Context: an optimization exercise on an open-source flow, tuned for small area and few clock cycles. The choices shown serve that exercise and are no tape-out recipe.
Function was checked by simulation only, so behaviour that the tests miss may differ from the original.
No activity file was given, so power comes from the tool's default toggle rates.

--- run.sh ---
#!/bin/bash
# synth_recipe.tcl (not shown) runs the flow's synth.tcl, then flattens the netlist and writes it again
# the make line also repeats each setting of config.mk as NAME=value (left out here)
make -C /OpenROAD-flow-scripts/flow DESIGN_CONFIG=/design/flow/config.mk WORK_HOME=/design/flow/orfs CLKGATE_MAP_FILE= SYNTH_SCRIPT=/design/flow/synth_recipe.tcl finish
--- design.v ---
module mb_rtu_rx (
    input  wire       clk,
    input  wire       rst,           
    input  wire [7:0] cfg_unit_id,   
    input  wire       rx_valid,      
    input  wire [7:0] rx_byte,
    input  wire       rx_mid,        
    input  wire       rx_silence,    
    output wire       rx_ready,
    output reg        ev_valid,
    output reg  [3:0] ev_code,
    output reg        pdu_valid,
    output reg  [7:0] pdu_data,
    output reg        pdu_last,
    output reg        pdu_bcast,
    input  wire       pdu_ready
);
    localparam [3:0] EV_ACCEPT   = 4'd1;
    localparam [3:0] EV_BCAST    = 4'd2;
    localparam [3:0] EV_OTHER    = 4'd3;
    localparam [3:0] EV_TIMEOUT  = 4'd4;
    localparam [3:0] EV_SHORT    = 4'd5;
    localparam [3:0] EV_CRC      = 4'd6;
    localparam [3:0] EV_T15      = 4'd7;
    localparam [3:0] EV_OVERFLOW = 4'd8;
    localparam [1:0] S_IDLE = 2'd0;
    localparam [1:0] S_RECV = 2'd1;
    localparam [1:0] S_DISC = 2'd2;
    localparam QW = 3;               
    localparam QD = 1 << QW;
    localparam OW = 5;               
    localparam RW = 5;               
    reg  [1:0]  state;
    reg  [15:0] crc;         
    reg         ovf;         
    reg         uid_b;       
    reg         uid_m;       
    reg  [7:0]  tc;          
    reg  [8:0]  nf;          
    reg  [8:0]  fs;          
    reg  [8:0]  ws;          
    reg  [8:0]  rs;          
    reg         rfirst;      
    localparam QB = OW + 9;
    reg  [QB-1:0] qr [0:QD-1];
    reg  [QW:0]   q_wp;
    reg  [QW:0]   q_rp;
    reg           p_v;         
    reg  [OW-1:0] p_skip;
    reg           p_bc;
    wire [QW-1:0] qh = q_rp[QW-1:0];
    wire q_empty = (q_wp == q_rp);
    wire q_full  = (q_wp == {~q_rp[QW], q_rp[QW-1:0]});
    wire [QW-1:0] q_ins_d = tc[QW-1:0] + 1'b1 - q_wp[QW-1:0];
    wire q_ins = p_v && !q_full && (q_ins_d == 0) && !p_pop;
    wire p_pop;                
    wire [QW-1:0] q_hpos = tc[QW-1:0] - qh;
    wire [QB-1:0] q_head = qr[q_hpos];
    wire [OW-1:0] h_skip = q_empty ? p_skip : q_head[QB-1:9];
    wire [7:0]    h_endp = q_empty ? nf[7:0] : q_head[8:1];    
    wire          h_bc   = q_empty ? p_bc : q_head[0];
    wire          h_v    = !q_empty || p_v;
    genvar qp;
    generate
        for (qp = 0; qp < QD; qp = qp + 1) begin : g_q
            if (qp == 0) begin : g_wr
                always @(posedge clk)
                    qr[0] <= q_ins ? {p_skip, nf[7:0], p_bc} : qr[QD-1];
            end else begin : g_sh
                always @(posedge clk)
                    qr[qp] <= qr[qp - 1];
            end
        end
    endgenerate
    reg  [15:0] crc_in;
    reg  [15:0] crc_upd;
    integer     i;
    always @(*) begin
        crc_in  = (state == S_IDLE) ? 16'hFFFF : crc;
        crc_upd = crc_in ^ {8'h00, rx_byte};
        for (i = 0; i < 8; i = i + 1)
            crc_upd = crc_upd[0] ? ((crc_upd >> 1) ^ 16'hA001) : (crc_upd >> 1);
    end
    wire [8:0] cur   = rfirst ? rs + h_skip : rs;
    wire [7:0] rdist = tc - cur[7:0];            
    wire [8:0]  nstored = ws - fs;               
    wire        at_max  = (nstored[7:0] == 8'd255);
    wire [OW-1:0] skip  = tc[OW-1:0] + 1'b1 - nf[OW-1:0];
    wire [8:0]  wslot   = (nstored[7:0] == 8'd0) ? nf + skip : ws;
    wire [7:0]  wdist   = tc + 8'd1 - wslot[7:0];
    wire [8:0]  room    = wslot - cur;
    wire        rd_go;
    wire        w_ok    = (wdist[OW-1:0] == 0) &&
                          ((q_empty && !p_v) || !room[8] || (room == 9'h100 && rd_go));
    wire append = (state == S_RECV) && !rx_mid && !at_max;
    wire crc_ok  = (crc == 16'h0000);
    wire long_ok = (nstored[7:0] >= 8'd3);
    wire accept  = (state == S_RECV) && long_ok && crc_ok && (uid_b || uid_m);
    assign rx_ready = rx_silence ? !(accept && p_v && !q_ins) : !(rx_valid && append && !w_ok);
    wire take_byte = rx_valid && rx_ready;
    wire take_sil  = rx_silence && !rx_valid && rx_ready;
    wire wr_en     = take_byte && append;
    wire commit  = take_sil && accept;
    reg  [7:0] ring [0:255];
    wire [7:0] tap  [0:(256>>RW)-1];
    genvar p;
    generate
        for (p = 0; p < 256; p = p + 1) begin : g_pos
            if (p % (1 << OW) == 0) begin : g_wr
                wire ins = wr_en && (wdist[7:OW] == (p >> OW));
                always @(posedge clk)
                    ring[p] <= ins ? rx_byte : ring[(p + 255) % 256];
            end else begin : g_sh
                always @(posedge clk)
                    ring[p] <= ring[p - 1];
            end
            if (p % (1 << RW) == (1 << RW) - 1) begin : g_rd
                assign tap[p >> RW] = ring[p];
            end
        end
    endgenerate
    wire rd_ok = h_v && (rdist[RW-1:0] == {RW{1'b1}});
    assign rd_go = rd_ok && (!pdu_valid || pdu_ready);
    wire [8:0] cur_n = cur + 9'd1;
    wire rd_last = (cur_n[7:0] == h_endp);
    assign p_pop = rd_go && rd_last && q_empty;
    always @(posedge clk) begin
        if (commit) begin
            p_skip <= fs[OW-1:0] - nf[OW-1:0];
            p_bc   <= uid_b;
        end
        if (rd_go) begin
            pdu_data  <= tap[rdist[7:RW]];
            pdu_last  <= rd_last;
            pdu_bcast <= h_bc;
        end
    end
    always @(posedge clk) begin
        if (rst) begin
            state     <= S_IDLE;
            crc       <= 16'hFFFF;
            ovf       <= 1'b0;
            uid_b     <= 1'b0;
            uid_m     <= 1'b0;
            tc        <= 8'd0;
            nf        <= 9'd0;
            fs        <= 9'd0;
            ws        <= 9'd0;
            rs        <= 9'd0;
            rfirst    <= 1'b1;
            q_wp      <= {(QW+1){1'b0}};
            q_rp      <= {(QW+1){1'b0}};
            p_v       <= 1'b0;
            ev_valid  <= 1'b0;
            ev_code   <= 4'd0;
            pdu_valid <= 1'b0;
        end else begin
            ev_valid <= 1'b0;
            tc       <= tc + 8'd1;
            if (rd_go) begin
                pdu_valid <= 1'b1;
                rs        <= cur_n;
                rfirst    <= rd_last;
                if (rd_last && !q_empty)
                    q_rp <= q_rp + 1'b1;
            end else if (pdu_ready) begin
                pdu_valid <= 1'b0;
            end
            if (q_ins) begin
                q_wp <= q_wp + 1'b1;
                p_v  <= 1'b0;
            end
            if (p_pop)
                p_v <= 1'b0;
            if (commit)
                p_v <= 1'b1;
            case (state)
                S_IDLE: begin
                    if (take_byte) begin
                        crc   <= crc_upd;
                        uid_b <= (rx_byte == 8'h00);
                        uid_m <= (rx_byte == cfg_unit_id);
                        fs    <= nf;
                        ws    <= nf;
                        state <= S_RECV;
                    end else if (take_sil) begin
                        ev_valid <= 1'b1;
                        ev_code  <= EV_TIMEOUT;
                    end
                end
                S_RECV: begin
                    if (take_byte) begin
                        if (rx_mid) begin
                            ovf   <= 1'b0;
                            state <= S_DISC;
                        end else if (at_max) begin
                            ovf   <= 1'b1;
                            state <= S_DISC;
                        end else begin
                            if (nstored[7:0] == 8'd0)
                                fs <= wslot;
                            ws  <= wslot + 9'd1;
                            crc <= crc_upd;
                        end
                    end else if (take_sil) begin
                        ev_valid <= 1'b1;
                        state    <= S_IDLE;
                        if (commit)
                            nf <= ws - 9'd2;
                        if (!long_ok)
                            ev_code <= EV_SHORT;
                        else if (!crc_ok)
                            ev_code <= EV_CRC;
                        else if (uid_b)
                            ev_code <= EV_BCAST;
                        else if (uid_m)
                            ev_code <= EV_ACCEPT;
                        else
                            ev_code <= EV_OTHER;
                    end
                end
                default: begin
                    if (take_sil) begin
                        ev_valid <= 1'b1;
                        ev_code  <= ovf ? EV_OVERFLOW : EV_T15;
                        state    <= S_IDLE;
                    end
                end
            endcase
        end
    end
endmodule
--- config.mk ---
export PLATFORM = sky130hd
export DESIGN_NAME = mb_rtu_rx
export DESIGN_NICKNAME = mb_rtu_rx
export VERILOG_FILES = /design/flow/design.v
export SDC_FILE = /design/flow/constraint.sdc
export NUM_CORES = 4
export LEC_CHECK = 0
export ABC_AREA = 1
export CAP_MARGIN = 20
export CORE_MARGIN = 2
export CORE_UTILIZATION = 40
export CTS_CLUSTER_DIAMETER = 100
export CTS_CLUSTER_SIZE = 30
export SLEW_MARGIN = 20
export SYNTH_MEMORY_MAX_BITS = 4096
--- constraint.sdc ---
create_clock -name core_clock -period 10.0 [get_ports {clk}]
set_input_delay 2.0000 -clock core_clock [delete_from_list [all_inputs] [get_ports {clk}]]
set_output_delay 2.0000 -clock core_clock [all_outputs]
set_load 0.01 [all_outputs]
==> flow_summary.yaml, run 1 <==
status:
  status: "timing/DRC/antenna clean"
synth:
  yosysTopAreaCell: "dfxtp_1"
  yosysSeqAreaShare_pct: 85.1
  synth-edff-count: 16
  syn_avg_cell_area_um2: 14.1
  synth_area_mm2: 0.0532
  yosys-top-cells-count: "dfxtp_1 (2240), nand2_1 (391), inv_1 (222)"
  syn_nets: 3868
  async_reset_ff_share_pct: 0
  synth_top_flop_cell: "dfxtp_1"
  yosys.area.top_type_share_pct: 84.2
  synth-warning-count: 3
  postSynthCellCount: 3784
  synthTopCellsByArea: "dfxtp_1 (84%), nand2_1 (2.8%), inv_1 (1.6%)"
  synth.most_common_cell: "dfxtp_1"
  ys_seq_elements: 2256
  ys_types: 54
worst_setup_path:
  cp_slowest_cell: "fa_1"
  crit_top_cell: "nand2_1"
  crit_required_ns: 8.00
  rrSetupSlack_ns: 2.49
  cp-start-kind: "flop"
  cp_max_fo: 14
  worstSetupPathType: "flop to primary output"
  worst_path_largest_cell_delay_ns: 0.56
  startpoint: "tc[0]$_SDFF_PP0_"
  worstSetupEndpointType: "primary output"
  cp.arrival_ns: 7.30
  r2r_start: "tc[0]$_SDFF_PP0_"
clock_network:
  cts_num_sinks: 2256
  cts-root-buf: "clkbuf_16"
  insertion_delay_ns: 0.72
  htree_levels: 3
  path_clk_slew_ns: 0.10
  cts_tree: "yes"
  postCtsSetupRepairBufs: 0
  holdBufCountCts: 0
  clk_path_buf_depth: 3
  cts_buffers: 88
timing:
  setup_viol: 0
  drv_slew: 0
  hold_viol_final: 0
  tightestPinTransition_ns: 1.06
  fmax_mhz: 108
  layout_setup_ws_ns: 0.700
  fin_skew_ns: 0.0344
  rsz0062_at_grt: "no"
  setup-tns-final_ns: 0
  period_needed_ns: 9.30
  relSlewSlack_pct: 29.6
  period_share_pct: 93.0
die:
  die_y_um: 369
  die-area_mm2: 0.136
  core_mm2: 0.132
  initial_core_util_pct: 40.4
  die_x_um: 369
  fp-row-count: 133
  ios: 39
global_route:
  grt_overflow_total: 0
  grt_pass1_vias: 22600
  grt_usage_pct: 12.1
  antenna_found_initial: 9
  grt_pass1_wl_um: 127000
  grt_max_degree: 48
layout:
  fillers: 11900
  finish.instance_area_mm2: 0.0582
  layout-drive-gt1-share_pct: 4.47
  nNetsFinal: 3961
  area_growth_pct: 9.36
  stdcell_count: 5648
routing:
  dr.pass1.iters: 5
  drt_first_iter_violations: 1480
  viasPerCell: 4.19
  wl_per_cell_um: 14.5
  ant_nets: 0
  drc: 0
  vias: 23600
  drt-total-wl_um: 82100
hold_path:
  hp-start: "ring[94][3]$_DFF_P_"
  hp-class: "flop to flop"
pwr:
  powerDensity_mw_per_mm2: 242
  finalPower_mw: 14.1
  p_leak_nw: 23.6
  ir_worst_vdd_mv: 0.173
placed_design:
  placed_area_mm2: 0.0557
  pre_cts_slack_ns: 1.11
  dpl.hpwl_um: 54200
  dp_cells: 5542
  place.gp.congestion: 0.858
  numPortBuffers: 38
flow_run:
  maxCapViolCount: 0
==> layout by cell type, fill, tap and decap left out, types with 8 or more instances in the layout <==
cell / synthesis / routed
dfxtp_1: 2240 / 2239
nand2_1: 391 / 391
inv_1: 222 / 222
nor2_1: 168 / 166
nand3_1: 133 / 133
o21ai_0: 124 / 123
a21oi_1: 107 / 107
clkbuf_16: 0 / 89
ha_1: 55 / 55
xor2_1: 54 / 54
clkdlybuf4s50_1: 0 / 38
xnor2_1: 25 / 25
buf_4: 10 / 25
nand4_1: 24 / 24
edfxtp_1: 16 / 16
o211ai_1: 13 / 13
nand2_2: 12 / 12
nor3_1: 11 / 11
a31oi_1: 11 / 11
o22ai_1: 9 / 9
nor2_4: 8 / 8
o21bai_1: 8 / 8
o2111a_1: 8 / 8
==> sequential cells by signal, summed over array words and instances, names as in the netlist, 2 cells and up <==
register	cells
crc	16
ev_code	4
fs	8
nf	9
p_skip	5
pdu_data	8
q_rp	4
q_wp	4
qr	112
ring	2048
rs	9
state	2
tc	8
ws	9
==> layout make-up <==
cell class | count | area (um2) | area share, %
well taps | 1755 | 2200 | 3.77
diodes | 3 | 7.51 | 0.0129
repair buffers | 63 | 568 | 0.976
clock inverters | 11 | 263 | 0.451
clock buffers | 92 | 2240 | 3.85
flip-flops and latches | 2256 | 45300 | 77.9
multi-input cells | 1236 | 6740 | 11.6
inverters | 232 | 871 | 1.50
==> worst max-delay path: cells and delay by family (launching register included) <==
family / cells / cell delay (ns)
compound gates: 6 / 1.17
fa+ha+maj: 5 / 1.78
buf+inv: 6 / 1.32
flops: 1 / 0.45
simple gates: 19 / 1.84
==> power breakdown <==
part	internal, mW	switching (mW)	total (mW)
Sequential	9.31	0.0884	9.40
Clock	1.67	2.55	4.21
Combinational	0.151	0.301	0.452
Total	11.1	2.94	14.1
==> worst paths after layout <==
| kind | cells after the start | to |
|---|---|---|
| min reg2reg | 0 | ring[95][3]$_DFF_P_ |
| min | 0 | ring[95][3]$_DFF_P_ |
| max | 36 | rx_ready |
| max reg2reg | 38 | ring[0][7]$_DFF_P_ |
==> per-layer routing <==
layer  vias up  share of wire, %  global-route usage [%]
li1      12000                 -                       -
met1     11100                53                    18.4
met2       390                38                    16.6
met3       146               5.2                    2.90
met4         4               2.9                    3.96
met5         -             0.017                       0
==> kinds of logic (layout without fill, tap and decap cells) <==
group | after synthesis | in the layout | synth area share, %
flops | 2256 | 2256 | 85.1
simple gates | 784 | 784 | 6.44
compound gates | 310 | 310 | 3.32
buf+inv | 292 | 398 | 2.20
xor+xnor | 80 | 80 | 1.33
fa+ha+maj | 62 | 62 | 1.56
other cells | 0 | 3 | 0
==> what timing repair did <==
action,CTS,global route
gates resized for setup,0,3
endpoints found under the hold margin,0,0
setup endpoints to repair,0,1
==> metrics by stage <==
stage          hold WS, ns  util (%)
4_1_cts              0.314      44.2
2_1_floorplan        0.310         -
5_1_grt              0.312      44.2
3_5_place_dp         0.312      42.3
3_3_place_gp         0.310      42.3
6_report             0.307      44.2
Testbench counts, summed over its fixed seeds: cycles 30,259.
==> run 2, diff against run 1 <==
--- a/design.v
+++ b/design.v
@@ -41,6 +41,7 @@
     reg  [8:0]  ws;          
     reg  [8:0]  rs;          
     reg         rfirst;      
+    reg  [1:0]  nsh;         
     localparam QB = OW + 9;
     reg  [QB-1:0] qr [0:QD-1];
     reg  [QW:0]   q_wp;
@@ -81,20 +82,22 @@
         for (i = 0; i < 8; i = i + 1)
             crc_upd = crc_upd[0] ? ((crc_upd >> 1) ^ 16'hA001) : (crc_upd >> 1);
     end
-    wire [8:0] cur   = rfirst ? rs + h_skip : rs;
-    wire [7:0] rdist = tc - cur[7:0];            
-    wire [8:0]  nstored = ws - fs;               
-    wire        at_max  = (nstored[7:0] == 8'd255);
-    wire [OW-1:0] skip  = tc[OW-1:0] + 1'b1 - nf[OW-1:0];
-    wire [8:0]  wslot   = (nstored[7:0] == 8'd0) ? nf + skip : ws;
-    wire [7:0]  wdist   = tc + 8'd1 - wslot[7:0];
+    wire [7:0] tc1 = tc + 8'd1;
+    wire [8:0]    cur    = rfirst ? rs + h_skip : rs;
+    wire          r_al   = (cur[RW-1:0] == tc1[RW-1:0]);
+    wire [7-RW:0] r_pt   = tc1[7:RW] - cur[7:RW] - 1'b1;
+    wire        first   = (nsh == 2'd0);         
+    wire [7:0]  ws_n    = ws[7:0] + 8'd1;
+    wire        at_max  = !first && (ws_n == fs[7:0]);   
+    wire [8:0]  wslot   = {ws[8:OW] + (tc1[OW-1:0] < ws[OW-1:0]), tc1[OW-1:0]};
+    wire [7-OW:0] w_pt  = tc1[7:OW] - wslot[7:OW];
     wire [8:0]  room    = wslot - cur;
     wire        rd_go;
-    wire        w_ok    = (wdist[OW-1:0] == 0) &&
+    wire        w_ok    = (first || ws[OW-1:0] == tc1[OW-1:0]) &&
                           ((q_empty && !p_v) || !room[8] || (room == 9'h100 && rd_go));
     wire append = (state == S_RECV) && !rx_mid && !at_max;
     wire crc_ok  = (crc == 16'h0000);
-    wire long_ok = (nstored[7:0] >= 8'd3);
+    wire long_ok = (nsh == 2'd3);
     wire accept  = (state == S_RECV) && long_ok && crc_ok && (uid_b || uid_m);
     assign rx_ready = rx_silence ? !(accept && p_v && !q_ins) : !(rx_valid && append && !w_ok);
     wire take_byte = rx_valid && rx_ready;
@@ -107,7 +110,7 @@
     generate
         for (p = 0; p < 256; p = p + 1) begin : g_pos
             if (p % (1 << OW) == 0) begin : g_wr
-                wire ins = wr_en && (wdist[7:OW] == (p >> OW));
+                wire ins = wr_en && (w_pt == (p >> OW));
                 always @(posedge clk)
                     ring[p] <= ins ? rx_byte : ring[(p + 255) % 256];
             end else begin : g_sh
@@ -119,7 +122,7 @@
             end
         end
     endgenerate
-    wire rd_ok = h_v && (rdist[RW-1:0] == {RW{1'b1}});
+    wire rd_ok = h_v && r_al;
     assign rd_go = rd_ok && (!pdu_valid || pdu_ready);
     wire [8:0] cur_n = cur + 9'd1;
     wire rd_last = (cur_n[7:0] == h_endp);
@@ -130,7 +133,7 @@
             p_bc   <= uid_b;
         end
         if (rd_go) begin
-            pdu_data  <= tap[rdist[7:RW]];
+            pdu_data  <= tap[r_pt];
             pdu_last  <= rd_last;
             pdu_bcast <= h_bc;
         end
@@ -145,6 +148,7 @@
             tc        <= 8'd0;
             nf        <= 9'd0;
             fs        <= 9'd0;
+            nsh       <= 2'd0;
             ws        <= 9'd0;
             rs        <= 9'd0;
             rfirst    <= 1'b1;
@@ -182,6 +186,7 @@
                         uid_m <= (rx_byte == cfg_unit_id);
                         fs    <= nf;
                         ws    <= nf;
+                        nsh   <= 2'd0;
                         state <= S_RECV;
                     end else if (take_sil) begin
                         ev_valid <= 1'b1;
@@ -197,8 +202,10 @@
                             ovf   <= 1'b1;
                             state <= S_DISC;
                         end else begin
-                            if (nstored[7:0] == 8'd0)
+                            if (first)
                                 fs <= wslot;
+                            if (nsh != 2'd3)
+                                nsh <= nsh + 2'd1;
                             ws  <= wslot + 9'd1;
                             crc <= crc_upd;
                         end
==> flow_summary.yaml, run 2 <==
synth:
  yosysTopAreaCell: "dfxtp_1"
  muxShareOfSynthArea_pct: 0
  synthTopCellsByArea: "dfxtp_1 (86%), nand2_1 (2.6%), nand3_1 (1.3%)"
  synth_area_mm2: 0.0524
  synth_compound_area_share_pct: 3.26
  synth-edff-count: 16
  synth_top_flop_cell: "dfxtp_1"
  ys_seq_elements: 2258
  synth-xor-area-share_pct: 1.19
  yosysSeqAreaShare_pct: 86.6
  synth.most_common_cell: "dfxtp_1"
  ys_types: 56
  syn_avg_cell_area_um2: 14.5
  yosys.area.top_type_share_pct: 85.7
  syn_nets: 3673
  synth-adder-area-share_pct: 1.12
  yosys-top-cells-count: "dfxtp_1 (2242), nand2_1 (356), inv_1 (177)"
  postSynthCellCount: 3607
  synthSimpleGateAreaFrac_pct: 5.92
  synth-warning-count: 3
  synth_top_family_by_area: "simple AND/OR/NAND/NOR gates"
  async_reset_ff_share_pct: 0
global_route:
  grt_overflow_total: 0
  grt_pass1_wl_um: 120000
  grt_pass1_vias: 21500
  grt_usage_pct: 11.4
  antenna_found_initial: 4
  grt_max_degree: 59
worst_setup_path:
  timing.rr.end: "nsh[1]$_SDFFE_PP0P_"
  cp-start-kind: "flop"
  worst_path_largest_cell_delay_ns: 0.77
  crit_required_ns: 8.00
  cp_max_fo: 30
  rr_worst_depth: 37
  worstSetupPathType: "flop to primary output"
  worstSetupEndpointType: "primary output"
  cp.arrival_ns: 7.37
  cp_slowest_cell: "nor3_1"
  rrSetupSlack_ns: 2.68
  r2r_start: "tc[0]$_SDFF_PP0_"
  crit_top_cell: "nand2_1"
layout:
  top_regs: "ring x2048, qr x112, crc x16"
  layout_commonest_cell: "dfxtp_1"
  largest_reg_flops: 2048
  final_util_pct: 44.1
  layout-drive-gt1-share_pct: 4.10
  top_register: "ring"
  nNetsFinal: 3757
  area_growth_pct: 9.26
  final_cell_mix: "dfxtp_1 (2241), nand2_1 (356), inv_1 (176)"
placed_design:
  dpl.hpwl_um: 49500
  numPortBuffers: 38
  pre_cts_slack_ns: 0.998
  place.gp.congestion: 0.835
clock_network:
  cts_tree: "yes"
  insertion_delay_ns: 0.70
  cts_num_sinks: 2258
  htree_levels: 3
  cts_buffers: 87
  cts-root-buf: "clkbuf_16"
  postCtsSetupRepairBufs: 0
  cts.repair.resized: 0
  path_clk_slew_ns: 0.11
  clk_path_buf_depth: 3
  holdBufCountCts: 0
hold_path:
  hp-start: "ring[111][0]$_DFF_P_"
  min_path_cells: 0
  hold_end: "ring[112][0]$_DFF_P_"
  hp-class: "flop to flop"
pwr:
  ir_worst_vdd_mv: 0.142
  powerDensity_mw_per_mm2: 240
  p_leak_nw: 22.8
timing:
  setup_viol: 0
  rsz0062_at_grt: "no"
  hold_viol_final: 0
  relSlewSlack_pct: 28.2
  layout_setup_ws_ns: 0.634
  period_needed_ns: 9.37
  fin_skew_ns: 0.0425
  fmax_mhz: 107
  drv_slew: 0
  tightestPinTransition_ns: 1.07
  period_share_pct: 93.7
  setup-tns-final_ns: 0
routing:
  drt_first_iter_violations: 1625
  ant_nets: 0
  dr.pass1.iters: 5
  wl_per_cell_um: 14.0
  viasPerCell: 4.12
  vias: 22500
  drt-total-wl_um: 76500
  drc: 0
die:
  initial_core_util_pct: 40.4
  fp-row-count: 132
  core_mm2: 0.130
  ios: 39
  die_x_um: 366
  die-area_mm2: 0.134
  die_y_um: 366
status:
  status: "timing/DRC/antenna clean"
flow_run:
  maxCapViolCount: 0
-- run 2: how the worst max path moves through the flow --
stage / start / endpoint / slack, ns / cells past startpoint
4_1_cts: tc[0]$_SDFF_PP0_ / rx_ready / 0.19 / 35
5_1_grt: tc[0]$_SDFF_PP0_ / rx_ready / 0.1 / 35
3_5_place_dp: tc[0]$_SDFF_PP0_ / rx_ready / 1.0 / 35
6_report: tc[0]$_SDFF_PP0_ / rx_ready / 0.63 / 33
3_3_place_gp: tc[0]$_SDFF_PP0_ / rx_ready / 1.11 / 35
2_1_floorplan: tc[0]$_SDFF_PP0_ / rx_ready / 2.84 / 30
-- run 2: cell families after synthesis --
family,count (synthesis)
and+or+nand+nor,692
adders and majority gates,44
xor gates and xnor gates,71
AOI/OAI and AO/OA,300
DFF,2258
buffers and inverters,242
-- run 2: worst max-delay path: cells and delay by family (launching register included) --
kind,cells,cell delay (ns)
AO/OA/AOI/OAI,5,0.79
XOR/XNOR,1,0.18
adder cells (fa/ha/maj),4,1.48
buffers and inverters,3,0.75
flip-flops,1,0.44
AND/OR/NAND/NOR,20,3.01
-- run 2: where the power goes --
| group | internal [mW] | total (mW) | switching [mW] | leakage (nW) |
|---|---|---|---|---|
| Clock | 1.65 | 4.16 | 2.52 | 1.19 |
| Sequential | 9.19 | 9.25 | 0.0584 | 18.2 |
| Combinational | 0.103 | 0.317 | 0.214 | 3.37 |
-- run 2: per-layer routing --
layer / vias to the layer above / track usage (%) / routed length, um
met3: 118 / 2.32 / 3400
met4: 0 / 3.37 / 1930
met1: 10500 / 17.3 / 40900
met5: - / 0 / 0
li1: 11500 / - / -
met2: 331 / 16.1 / 30300
-- run 2: metrics by stage --
step	hold WS (ns)	cells	total power [mW]	instance area, um2
after CTS	0.304	5448	13.9	57200
after global placement	0.310	5344	9.76	54800
final	0.315	5452	13.7	57200
after global routing	0.313	5448	14.3	57200
after detailed placement	0.312	5344	9.77	54800
after floorplan	0.310	3607	9.66	52400
-- run 2: area by class of cell --
type | count | area [um2]
antenna | 4 | 10.0
clock buffer | 91 | 2220
clock inverter | 13 | 230
fill | 11600 | 72600
inverter | 186 | 703
multi-input combinational | 1107 | 6050
sequential | 2258 | 45400
tap | 1742 | 2180
timing repair buffer | 51 | 478
Testbench counts of run 2, summed over its fixed seeds: cycles 30,259.

-- re-timing with driven ports --
How much do the figures lean on ideal ports? The routed layouts below were timed once more, with nothing changed but the port constraints. Step 1, drivers: a clkbuf_16 drives clk and a buf_2 each remaining input, both assumed. Step 2 also shifts input and output timing later by t, the mid clock arrival at the registers, as if the neighbouring blocks saw the same clock. Slacks: ideal ports / drivers / drivers and shift; pairs: ideal ports / drivers.
| run | t, ns | setup WS [ns] | clock arrival spread, ns | worst register clock-pin slew, ns |
|---|---|---|---|---|
| run 1 | 0.766 | 0.700 / 0.626 / 1.391 | 0.051 / 0.051 | 0.11 / 0.11 |
| run 2 | 0.746 | 0.634 / 0.569 / 1.315 | 0.043 / 0.043 | 0.11 / 0.11 |
After both steps setup and hold are still met in every run listed.
